This is an optimization exercise on Yosys and OpenROAD, whose aim is small area, a short achievable clock period and few clock cycles per item, not a production implementation. At most, simulation tests tie the RTL to the original design; equivalence was not proved. No driver is modelled on the clock port, so clock power and skew are understated where the tree is cut down; a real chip needs a root buffer or a tree.

rev 12:
==> flow/design.v (excerpt) <==
module lfm_calibrator (
    input  wire        clk,
    input  wire        rst,
    input  wire        start,
    input  wire [15:0] scan1,
    input  wire [15:0] scan2,
    input  wire        smp_valid,
    output reg         smp_ready,
    input  wire [11:0] smp,
    output reg         done,
    output reg         cal_ok,
    output reg  [43:0] cal_num,
    output reg  [31:0] cal_den
);
    function [6:0] add6(input [5:0] a, input [5:0] b, input ci);
        integer i;
        reg c;
        begin
            c = ci;
            for (i = 0; i < 6; i = i + 1) begin
                add6[i] = a[i] ^ b[i] ^ c;
                c = (a[i] & b[i]) | (c & (a[i] ^ b[i]));
            end
            add6[6] = c;
        end
    endfunction
    function [8:0] inc8(input [7:0] a, input ci);
        integer i;
        reg c;
        begin
            c = ci;
            for (i = 0; i < 8; i = i + 1) begin
                inc8[i] = a[i] ^ c;
                c = a[i] & c;
            end
            inc8[8] = c;
        end
    endfunction
    reg st_idle;              
    reg st_c1;                
    reg st_c1c;               
    reg st_c1d;               
    reg st_c1f;               
    reg st_c2;                
    reg st_fl;                
    reg st_num;               
    reg st_den;               
    reg        v_q;           
    reg [11:0] s_q;           
    reg        cnt15;         
    reg [11:0] hs_lo;         
    reg [12:0] mid2;          
    reg [2:0]  lo_pc, hi_pc;  
    reg        hc_pc;         
    reg [15:0] lo_cnt;
    reg        lo_any, hi_any;  
    reg [5:0]  k;             
    reg        mb_l, mb_h;    
    wire [15:0] cnt    = {cnt15, cal_den[31:17]};
  ...
==> module lfm_calibrator, before the edit <==
module lfm_calibrator (
    input  wire        clk,
    input  wire        rst,
    input  wire        start,
    input  wire [15:0] scan1,
    input  wire [15:0] scan2,
    input  wire        smp_valid,
    output reg         smp_ready,
    input  wire [11:0] smp,
    output reg         done,
    output reg         cal_ok,
    output reg  [43:0] cal_num,
    output reg  [31:0] cal_den
);
    function [6:0] add6(input [5:0] a, input [5:0] b, input ci);
        integer i;
        reg c;
        begin
            c = ci;
            for (i = 0; i < 6; i = i + 1) begin
                add6[i] = a[i] ^ b[i] ^ c;
                c = (a[i] & b[i]) | (c & (a[i] ^ b[i]));
            end
            add6[6] = c;
        end
    endfunction
    function [8:0] inc8(input [7:0] a, input ci);
        integer i;
        reg c;
        begin
            c = ci;
            for (i = 0; i < 8; i = i + 1) begin
                inc8[i] = a[i] ^ c;
                c = a[i] & c;
            end
            inc8[8] = c;
        end
    endfunction
    reg st_idle;              
    reg st_c1;                
    reg st_c1c;               
    reg st_c1d;               
    reg st_c1f;               
    reg st_c2;                
    reg st_fl;                
    reg st_num;               
    reg st_den;               
    reg        v_q;           
    reg [11:0] s_q;           
    reg        cnt15;         
    reg [11:0] hs_lo;         
    reg [12:0] mid2;          
    reg [2:0]  lo_pc, hi_pc;  
    reg        hc_pc;         
    reg [15:0] lo_cnt;
    reg        lo_any, hi_any;  
    reg [5:0]  k;             
    reg        mb_l, mb_h;    
    wire [15:0] cnt    = {cnt15, cal_den[31:17]};
    wire [27:0] lo_sum = cal_num[27:0];    
    wire [15:0] hi_cnt = cal_den[16:1];    
    wire        st_c1e = cal_den[0];
    wire        last  = (cnt == 16'd1);
    wire        take  = smp_valid && smp_ready;
    wire        pre1  = v_q ? (lo_cnt == 16'hFFFD) : (lo_cnt == 16'hFFFE);
    wire        last1 = smp_valid && pre1;
    wire        lt_min = s_q < ~hs_lo;
    wire        gt_max = s_q > lo_sum[11:0];
    wire [12:0] smp2 = {s_q, 1'b0};
    wire        cls   = st_c2 && v_q;
    wire        is_lo = cls && (smp2 < mid2);
    wire        is_hi = cls && (smp2 > mid2);
    wire [11:0] sb = st_c1c ? ~hs_lo : s_q;
    wire [6:0]  lo_a = add6(lo_sum[5:0],  sb[5:0],  1'b0);
    wire [6:0]  lo_b = add6(lo_sum[11:6], sb[11:6], lo_pc[0]);
    wire [8:0]  lo_c = inc8(lo_sum[19:12], lo_pc[1]);
    wire [8:0]  lo_d = inc8(lo_sum[27:20], lo_pc[2]);
    wire [6:0]  hi_a = add6(hs_lo[5:0],  sb[5:0],  1'b0);
    wire [6:0]  hi_b = add6(hs_lo[11:6], sb[11:6], hi_pc[0]);
    wire [8:0]  hi_c = inc8(cal_num[35:28], hi_pc[1]);
    wire [8:0]  hi_d = inc8(cal_num[43:36], hi_pc[2]);
    wire [8:0]  hc_a = inc8(hi_cnt[7:0],  st_c2);
    wire [8:0]  hc_b = inc8(hi_cnt[15:8], hc_pc);
    wire [16:0] nsum = {1'b0, cnt} + (mb_l ? {1'b0, hi_cnt} : 17'd0)
                                   + (mb_h ? {1'b0, lo_cnt} : 17'd0);
    wire        fl_end  = st_fl && (k == 6'd2);
    wire        num_end = st_num && (k == 6'd30);
    wire        den_end = st_den && (k == 6'd46);
    always @(posedge clk) begin
        s_q <= take ? smp : 12'd0;
        v_q <= take;
        if (rst) begin
            st_idle    <= 1'b1;
            st_c1      <= 1'b0;
            st_c1c     <= 1'b0;
            st_c1d     <= 1'b0;
            cal_den[0] <= 1'b0;
            st_c1f     <= 1'b0;
            st_c2      <= 1'b0;
            st_fl      <= 1'b0;
            st_num     <= 1'b0;
            st_den     <= 1'b0;
            smp_ready  <= 1'b0;
            done       <= 1'b0;
        end else begin
            st_idle    <= (st_idle && !start) || den_end;
            st_c1      <= (st_idle && start) || (st_c1 && smp_ready);
            st_c1c     <= st_c1 && !smp_ready;
            st_c1d     <= st_c1c;
            cal_den[0] <= st_c1d;
            st_c1f     <= st_c1e;
            st_c2      <= st_c1f || (st_c2 && !(v_q && last));
            st_fl      <= (st_c2 && v_q && last) || (st_fl && !fl_end);
            st_num     <= fl_end || (st_num && !num_end);
            st_den     <= num_end || (st_den && !den_end);
            smp_ready  <= (st_idle && start) || (st_c1 && smp_ready && !last1)
                       || st_c1e || st_c1f || (st_c2 && !(v_q && last));
            done       <= den_end;
        end
        if (st_idle) begin
            {cnt15, cal_den[31:17]} <= scan2;
            cal_den[16:1] <= 16'd0;
            hc_pc  <= 1'b0;
            lo_cnt <= ~scan1;
            lo_any <= 1'b0;
            hi_any <= 1'b0;
            cal_num[27:0] <= 28'd0;
            {cal_num[43:28], hs_lo} <= 28'd0;
            lo_pc  <= 3'd0;
            hi_pc  <= 3'd0;
            k      <= 6'd0;
        end
        if (st_c2 && v_q)
            {cnt15, cal_den[31:17]} <= cnt - 1'b1;
        if ((st_c1 && v_q) || st_c1c || is_lo)
            lo_cnt <= lo_cnt + 1'b1;
        if (is_lo)
            lo_any <= 1'b1;
        if (is_hi)
            hi_any <= 1'b1;
        if (st_c1 && v_q) begin
            if (lt_min) hs_lo <= ~s_q;
            if (gt_max) cal_num[11:0] <= s_q;
        end
        if (st_c1f) begin
            mid2   <= lo_sum[12:0];
            cal_num[27:0] <= 28'd0;
            {cal_num[43:28], hs_lo} <= 28'd0;
        end
        if (is_lo || st_fl || st_c1c || st_c1d || st_c1e) begin
            cal_num[27:0] <= {lo_d[7:0], lo_c[7:0], lo_b[5:0], lo_a[5:0]};
            lo_pc  <= {lo_c[8], lo_b[6], lo_a[6]};
        end
        if (is_hi || st_fl) begin
            {cal_num[43:28], hs_lo} <= {hi_d[7:0], hi_c[7:0], hi_b[5:0], hi_a[5:0]};
            hi_pc  <= {hi_c[8], hi_b[6], hi_a[6]};
            cal_den[16:1] <= {hc_b[7:0], hc_a[7:0]};
            hc_pc  <= hc_a[8];
        end
        if (st_fl || st_num || st_den)
            k <= k + 1'b1;
        mb_l <= (fl_end && lo_sum[0]) || (st_num && !num_end && lo_sum[1]);
        mb_h <= (fl_end && hs_lo[0]) || (st_num && !num_end && hs_lo[1])
             || (num_end && hi_cnt[0]) || (st_den && hi_cnt[1]);
        if (st_num) begin
            {cnt15, cal_den[31:17]} <= num_end ? 16'd0 : nsum[16:1];
            cal_num[27:0] <= {nsum[0], lo_sum[27:1]};
            {cal_num[43:28], hs_lo} <= {num_end ? nsum[16:1] : {1'b0, cal_num[43:29]},
                                        cal_num[28], hs_lo[11:1]};
            cal_ok <= lo_any && hi_any;
        end
        if (st_den) begin
            {cnt15, cal_den[31:17]} <= nsum[16:1];
            cal_den[16:1] <= {nsum[0], hi_cnt[15:1]};
        end
    end
endmodule
==> flow/config.mk <==
export PLATFORM = sky130hd
export DESIGN_NAME = lfm_calibrator
export DESIGN_NICKNAME = lfm_calibrator
export VERILOG_FILES = /design/flow/design.v
export SDC_FILE = /design/flow/constraint.sdc
export NUM_CORES = 4
export LEC_CHECK = 0
export CAP_MARGIN = 20
export CORE_MARGIN = 2
export CORE_UTILIZATION = 80
export SLEW_MARGIN = 20
==> flow/constraint.sdc <==
create_clock -name core_clock -period 15.0 [get_ports {clk}]
set_input_delay 3.0000 -clock core_clock [delete_from_list [all_inputs] [get_ports {clk}]]
set_output_delay 3.0000 -clock core_clock [all_outputs]
set_load 0.01 [all_outputs]
standard.sh (not shown) runs the stock make flow with config.mk's settings and CLKGATE_MAP_FILE= SYNTH_SCRIPT=/design/flow/synth_recipe.tcl, a recipe that flattens the netlist after the stock synthesis.
==> flow/flow/run.sh <==
#!/bin/bash
# The standard layout, with two changes:
# - every port is buffered by a plain buf_1 instead of the delay buffer
#   buffer_ports picks by default;
# - after CTS, flow/myclk.tcl replaces the clock tree CTS built (a root
#   buffer under the port feeding an H-tree of leaf buffers) by two balanced
#   levels of clkbuf_8: four buffers under the port, each feeding buffers at
#   the centres of clusters of flip-flops.
set -euo pipefail
export BUFFER_PORTS_ARGS="-buffer_cell sky130_fd_sc_hd__buf_1"
export POST_CTS_TCL="$PWD/flow/myclk.tcl"
bash standard.sh > standard.log 2>&1
Other scripts of this flow, unchanged in this note and not shown: flow/flow/myclk.tcl
Rev 12: PASS, flow complete, no timing, DRC or antenna violations
Testbench counts of rev 12, summed over its fixed seeds: cycles 235,945, items 96.
Inputs modified between rev 12 and rev 13:
diff --git a/flow/design.v b/flow/design.v
--- a/flow/design.v
+++ b/flow/design.v
@@ -39,8 +39,9 @@
     reg st_idle;              
     reg st_c1;                
     reg st_c1c;               
     reg st_c1d;               
+    reg st_c1e;               
     reg st_c1f;               
     reg st_c2;                
     reg st_fl;                
     reg st_num;               
@@ -49,20 +50,22 @@
     reg [11:0] s_q;           
     reg        cnt15;         
     reg [11:0] hs_lo;         
     reg [12:0] mid2;          
-    reg [2:0]  lo_pc, hi_pc;  
+    reg [2:0]  lo_pc;         
+    reg [1:0]  hi_pc;         
     reg        hc_pc;         
+    reg        sgate;         
     reg [15:0] lo_cnt;
     reg        lo_any, hi_any;  
     reg [5:0]  k;             
     reg        mb_l, mb_h;    
     wire [15:0] cnt    = {cnt15, cal_den[31:17]};
     wire [27:0] lo_sum = cal_num[27:0];    
     wire [15:0] hi_cnt = cal_den[16:1];    
-    wire        st_c1e = cal_den[0];
+    wire [2:0]  hi_pc3 = {cal_den[0], hi_pc};
     wire        last  = (cnt == 16'd1);
-    wire        take  = smp_valid && smp_ready;
+    wire        take  = smp_valid && sgate;
     wire        pre1  = v_q ? (lo_cnt == 16'hFFFD) : (lo_cnt == 16'hFFFE);
     wire        last1 = smp_valid && pre1;
     wire        lt_min = s_q < ~hs_lo;
     wire        gt_max = s_q > lo_sum[11:0];
@@ -75,47 +78,51 @@
     wire [6:0]  lo_b = add6(lo_sum[11:6], sb[11:6], lo_pc[0]);
     wire [8:0]  lo_c = inc8(lo_sum[19:12], lo_pc[1]);
     wire [8:0]  lo_d = inc8(lo_sum[27:20], lo_pc[2]);
     wire [6:0]  hi_a = add6(hs_lo[5:0],  sb[5:0],  1'b0);
-    wire [6:0]  hi_b = add6(hs_lo[11:6], sb[11:6], hi_pc[0]);
-    wire [8:0]  hi_c = inc8(cal_num[35:28], hi_pc[1]);
-    wire [8:0]  hi_d = inc8(cal_num[43:36], hi_pc[2]);
+    wire [6:0]  hi_b = add6(hs_lo[11:6], sb[11:6], hi_pc3[0]);
+    wire [8:0]  hi_c = inc8(cal_num[35:28], hi_pc3[1]);
+    wire [8:0]  hi_d = inc8(cal_num[43:36], hi_pc3[2]);
     wire [8:0]  hc_a = inc8(hi_cnt[7:0],  st_c2);
     wire [8:0]  hc_b = inc8(hi_cnt[15:8], hc_pc);
     wire [16:0] nsum = {1'b0, cnt} + (mb_l ? {1'b0, hi_cnt} : 17'd0)
                                    + (mb_h ? {1'b0, lo_cnt} : 17'd0);
     wire        fl_end  = st_fl && (k == 6'd2);
     wire        num_end = st_num && (k == 6'd30);
     wire        den_end = st_den && (k == 6'd46);
+    wire        rdy_nx  = (st_idle && start) || (st_c1 && smp_ready && !last1)
+                       || st_c1e || st_c1f || (st_c2 && !(v_q && last));
+    wire        idle_nx = (st_idle && !start) || den_end;
     always @(posedge clk) begin
         s_q <= take ? smp : 12'd0;
         v_q <= take;
         if (rst) begin
             st_idle    <= 1'b1;
             st_c1      <= 1'b0;
             st_c1c     <= 1'b0;
             st_c1d     <= 1'b0;
-            cal_den[0] <= 1'b0;
+            st_c1e     <= 1'b0;
             st_c1f     <= 1'b0;
             st_c2      <= 1'b0;
             st_fl      <= 1'b0;
             st_num     <= 1'b0;
             st_den     <= 1'b0;
             smp_ready  <= 1'b0;
+            sgate      <= 1'b1;
             done       <= 1'b0;
         end else begin
-            st_idle    <= (st_idle && !start) || den_end;
+            st_idle    <= idle_nx;
             st_c1      <= (st_idle && start) || (st_c1 && smp_ready);
             st_c1c     <= st_c1 && !smp_ready;
             st_c1d     <= st_c1c;
-            cal_den[0] <= st_c1d;
+            st_c1e     <= st_c1d;
             st_c1f     <= st_c1e;
             st_c2      <= st_c1f || (st_c2 && !(v_q && last));
             st_fl      <= (st_c2 && v_q && last) || (st_fl && !fl_end);
             st_num     <= fl_end || (st_num && !num_end);
             st_den     <= num_end || (st_den && !den_end);
-            smp_ready  <= (st_idle && start) || (st_c1 && smp_ready && !last1)
-                       || st_c1e || st_c1f || (st_c2 && !(v_q && last));
+            smp_ready  <= rdy_nx;
+            sgate      <= rdy_nx || idle_nx;
             done       <= den_end;
         end
         if (st_idle) begin
             {cnt15, cal_den[31:17]} <= scan2;
@@ -126,9 +133,9 @@
             hi_any <= 1'b0;
             cal_num[27:0] <= 28'd0;
             {cal_num[43:28], hs_lo} <= 28'd0;
             lo_pc  <= 3'd0;
-            hi_pc  <= 3'd0;
+            {cal_den[0], hi_pc} <= 3'd0;
             k      <= 6'd0;
         end
         if (st_c2 && v_q)
             {cnt15, cal_den[31:17]} <= cnt - 1'b1;
@@ -152,9 +159,9 @@
             lo_pc  <= {lo_c[8], lo_b[6], lo_a[6]};
         end
         if (is_hi || st_fl) begin
             {cal_num[43:28], hs_lo} <= {hi_d[7:0], hi_c[7:0], hi_b[5:0], hi_a[5:0]};
-            hi_pc  <= {hi_c[8], hi_b[6], hi_a[6]};
+            {cal_den[0], hi_pc} <= {hi_c[8], hi_b[6], hi_a[6]};
             cal_den[16:1] <= {hc_b[7:0], hc_a[7:0]};
             hc_pc  <= hc_a[8];
         end
         if (st_fl || st_num || st_den)
Findings:
Summary — transition time at the pin with the least slew margin, rev 13 relative to rev 12: higher, by 41 ps.
Taking rev 12 as the reference, in rev 13 share of the clock period used by the worst path after layout dropped 0.50 points; setup slack after layout climbed 74 ps; global-route usage climbed 1.7 points; routed wire length climbed 6.2%.
No functional check of the RTL was part of rev 13. In every run of this note, the design's own scripts or RTL, not TritonCTS, make the clock network.

port drivers added, routing unchanged:
No port has a modelled driver above. Below, the same layouts with a new extraction and two added sets of constraints. Step 1 (the two cells are an assumption about what drives the block):
set clk [get_ports {clk}]
set_driving_cell -lib_cell sky130_fd_sc_hd__clkbuf_16 $clk
set_driving_cell -lib_cell sky130_fd_sc_hd__buf_2 [delete_from_list [all_inputs] $clk]
Step 2 also shifts input and output timing later by t, the mid clock arrival at the registers, as if the neighbouring blocks saw the same clock. a / b / c = ideal / step 1 / step 2; a / b = the first two.
| run | t, ns | setup WS [ns] | hold slack, ns | clock arrival spread, ns | worst slew at a driven data input, ns |
|---|---|---|---|---|---|
| rev 12 | 0.370 | 10.893 / 10.812 / 10.991 | 0.478 / 0.478 / 0.478 | 0.052 / 0.053 | 0.04 |
| rev 13 | 0.378 | 10.967 / 10.894 / 11.142 | 0.484 / 0.484 / 0.484 | 0.044 / 0.044 | 0.04 |
After both steps every run listed still meets setup and hold.
